Context: an optimization exercise on an open-source flow, tuned for small area, a short achievable clock period and few clock cycles. The choices shown serve that exercise and are no tape-out recipe. Function was checked by simulation only, so behaviour that the tests miss may differ from the original. Power figures rest on the tool's default switching activity, not on a simulated workload.

Setup of red:
// rzx50_scaler
module rzx50_scaler (
    input  wire        clk,
    input  wire        rst,
    input  wire        start,
    input  wire [1:0]  geom,        
    input  wire        scale_en,
    input  wire [31:0] src_base,
    input  wire [31:0] dst_base,
    input  wire [7:0]  topskip,
    input  wire [8:0]  vinc,
    input  wire [2:0]  thr,
    output wire        busy,
    output wire        rd_req_valid,
    input  wire        rd_req_ready,
    output wire [31:0] rd_addr,
    input  wire        rd_resp_valid,
    input  wire [31:0] rd_resp_data,
    output wire        wr_valid,
    input  wire        wr_ready,
    output wire [31:0] wr_addr,
    output wire [31:0] wr_data
);
    parameter integer D = 6;             
    localparam integer CW = (D < 8) ? 3 : 4;
    localparam integer PW = (D <= 2) ? 1 : (D <= 4) ? 2 : (D <= 8) ? 3 : 4;
    localparam [31:0] EVEN32 = 32'hF7DEF7DE;
    function [15:0] avg16;
        input [15:0] a;
  ...
export LEC_CHECK = 0
export ABC_AREA = 1
export CAP_MARGIN = 20
export CORE_MARGIN = 2
export CORE_UTILIZATION = 70
export CTS_BUF_LIST = sky130_fd_sc_hd__clkbuf_16
export CTS_CLUSTER_DIAMETER = 80
export CTS_CLUSTER_SIZE = 24
export PLACE_DENSITY = 0.8
export SETUP_SLACK_MARGIN = 3.6
export SLEW_MARGIN = 20
create_clock -name core_clock -period 6.0 [get_ports {clk}]
standard.sh (not shown) runs the stock make flow with config.mk's settings and CLKGATE_MAP_FILE= SYNTH_SCRIPT=/design/flow/synth_recipe.tcl, a recipe that flattens the netlist after the stock synthesis.
==> flow/flow/run.sh <==
#!/bin/bash
# The standard layout (the standard.sh, standard synthesis included), with
# one change: the input and output ports are buffered with buf_2 cells instead
# of the cell buffer_ports picks by default (a slow clkdlybuf4s50 delay cell).
set -euo pipefail
bash standard.sh "BUFFER_PORTS_ARGS=-buffer_cell sky130_fd_sc_hd__buf_2" finish > standard_flow.log 2>&1
Testbench counts of red, summed over its fixed seeds: cycles 1,069,644.
diff inputs: red => blue
# red
export LEC_CHECK = 0
export ABC_AREA = 1
export CAP_MARGIN = 20
export CORE_MARGIN = 2
export CORE_UTILIZATION = 70
export CTS_BUF_LIST = sky130_fd_sc_hd__clkbuf_16
export CTS_CLUSTER_DIAMETER = 80
export CTS_CLUSTER_SIZE = 24
export PLACE_DENSITY = 0.8
export SETUP_SLACK_MARGIN = 3.6
export SLEW_MARGIN = 20
create_clock -name core_clock -period 6.0 [get_ports {clk}]
# blue
export LEC_CHECK = 0
export ABC_AREA = 1
export CAP_MARGIN = 20
export CORE_MARGIN = 2
export CORE_UTILIZATION = 40
export CTS_BUF_LIST = sky130_fd_sc_hd__clkbuf_8
export PLACE_DENSITY = 0.6
export SETUP_SLACK_MARGIN = 3.4
export SLEW_MARGIN = 20
create_clock -name core_clock -period 6.0 [get_ports {clk}]
==> comparison <==
The flow did not stop early for blue: all stages ran, and the layout cleared the timing, design-rule and antenna checks. No stage failed in red, and the final checks on the layout all came back clean. In the metrics for red and blue, the one carrying the higher global placement routability congestion is red. Clock skew, red and blue: larger value in blue. Total power of blue is higher than that of red. Note that the post-cts repair resize count recorded for red amounts to 2.0 times the value seen in blue. Summary of blue over red: final critical-path required period now sits lower, proportion of cell area occupied by multi-input gates -2.4 points. When blue is set beside red, its post-layout instance count excluding filler cells turns out to be 10% larger. Per the comparison of blue with red, synthesis-to-layout area growth fell by 2.9 points; sequential share of power -1.3 points; cell area shows a reduction of 2.4%. Of blue and red, it is blue that has the lower final worst-path cycle share.
Modified inputs, green compared to blue
# blue
export LEC_CHECK = 0
export ABC_AREA = 1
export CAP_MARGIN = 20
export CORE_MARGIN = 2
export CORE_UTILIZATION = 40
export CTS_BUF_LIST = sky130_fd_sc_hd__clkbuf_8
export PLACE_DENSITY = 0.6
export SETUP_SLACK_MARGIN = 3.4
export SLEW_MARGIN = 20
create_clock -name core_clock -period 6.0 [get_ports {clk}]
# green
export LEC_CHECK = 0
export ABC_AREA = 1
export CAP_MARGIN = 20
export CORE_MARGIN = 2
export CORE_UTILIZATION = 70
export CTS_BUF_LIST = sky130_fd_sc_hd__clkbuf_16
export CTS_CLUSTER_DIAMETER = 80
export CTS_CLUSTER_SIZE = 24
export PLACE_DENSITY = 0.8
export SETUP_SLACK_MARGIN = 3.4
export SLEW_MARGIN = 20
create_clock -name core_clock -period 6.0 [get_ports {clk}]
## What came out
Design area, green and blue: lower on green. Diff blue -> green | detailed-routed wire length on met2 | down by a little under 10%. The pin slew with the least headroom to its limit number comes out lower for green vs blue. Of green and blue, it is green that has the lower layout cell share with drive strength beyond 1.
Edits applied to the flow inputs when going from green to orange:
# green
export LEC_CHECK = 0
export ABC_AREA = 1
export CAP_MARGIN = 20
export CORE_MARGIN = 2
export CORE_UTILIZATION = 70
export CTS_BUF_LIST = sky130_fd_sc_hd__clkbuf_16
export CTS_CLUSTER_DIAMETER = 80
export CTS_CLUSTER_SIZE = 24
export PLACE_DENSITY = 0.8
export SETUP_SLACK_MARGIN = 3.4
export SLEW_MARGIN = 20
create_clock -name core_clock -period 6.0 [get_ports {clk}]
# orange
export LEC_CHECK = 0
export ABC_AREA = 1
export CAP_MARGIN = 20
export CORE_MARGIN = 2
export CORE_UTILIZATION = 40
export CTS_BUF_LIST = sky130_fd_sc_hd__clkbuf_16
export CTS_CLUSTER_DIAMETER = 80
export CTS_CLUSTER_SIZE = 24
export PLACE_DENSITY = 0.6
export SETUP_SLACK_MARGIN = 3.4
export SLEW_MARGIN = 20
create_clock -name core_clock -period 6.0 [get_ports {clk}]
## What came out
- Destination of the critical timing path: w_data[14] -> orange, ra[26] -> green
- What green reported for buffer count from post-CTS setup fixing has to be multiplied by 1.4 to get the figure for orange.
- green and orange ended up with nearly the same global route total overflow.
- Going from green to orange, peak supply drop went down 13%; part of the total power dissipated in the clock network went up 3.9 points; sequential fraction of design power went down 2.5 points.
- Taking green as the reference point, the synthesis-to-finish area growth of orange rises by 3.0 points.

==> static timing again, ports no longer ideal <==
The flow's constraints put no driver on any port. The routed layouts listed below were extracted and timed again, unchanged, in two steps.
Step 1 assumes that a clkbuf_16 drives the clock port and a buf_2 every other input.
Step 2 also shifts input and output timing later by t, the mid clock arrival at the registers, as if the neighbouring blocks saw the same clock.
Slacks: ideal ports / drivers / drivers and shift; pairs: ideal ports / drivers.
| run | t, ns | slack for setup (ns) | clock arrival spread, ns | worst register clock-pin slew, ns | cell pins on the clock port's net |
|---|---|---|---|---|---|
| red | 0.623 | 2.982 / 2.982 / 2.889 | 0.030 / 0.029 | 0.11 / 0.11 | 1 |
| blue | 0.721 | 3.441 / 3.383 / 2.782 | 0.068 / 0.068 | 0.06 / 0.06 | 1 |
| green | 0.607 | 3.345 / 3.345 / 2.868 | 0.036 / 0.036 | 0.10 / 0.10 | 1 |
| orange | 0.639 | 3.436 / 3.430 / 2.791 | 0.043 / 0.042 | 0.10 / 0.10 | 1 |
After both steps setup and hold are still met in every run listed. For blue, which loses most, drivers alone change the setup slack by -0.058 ns; drivers and shift together by -0.659 ns.
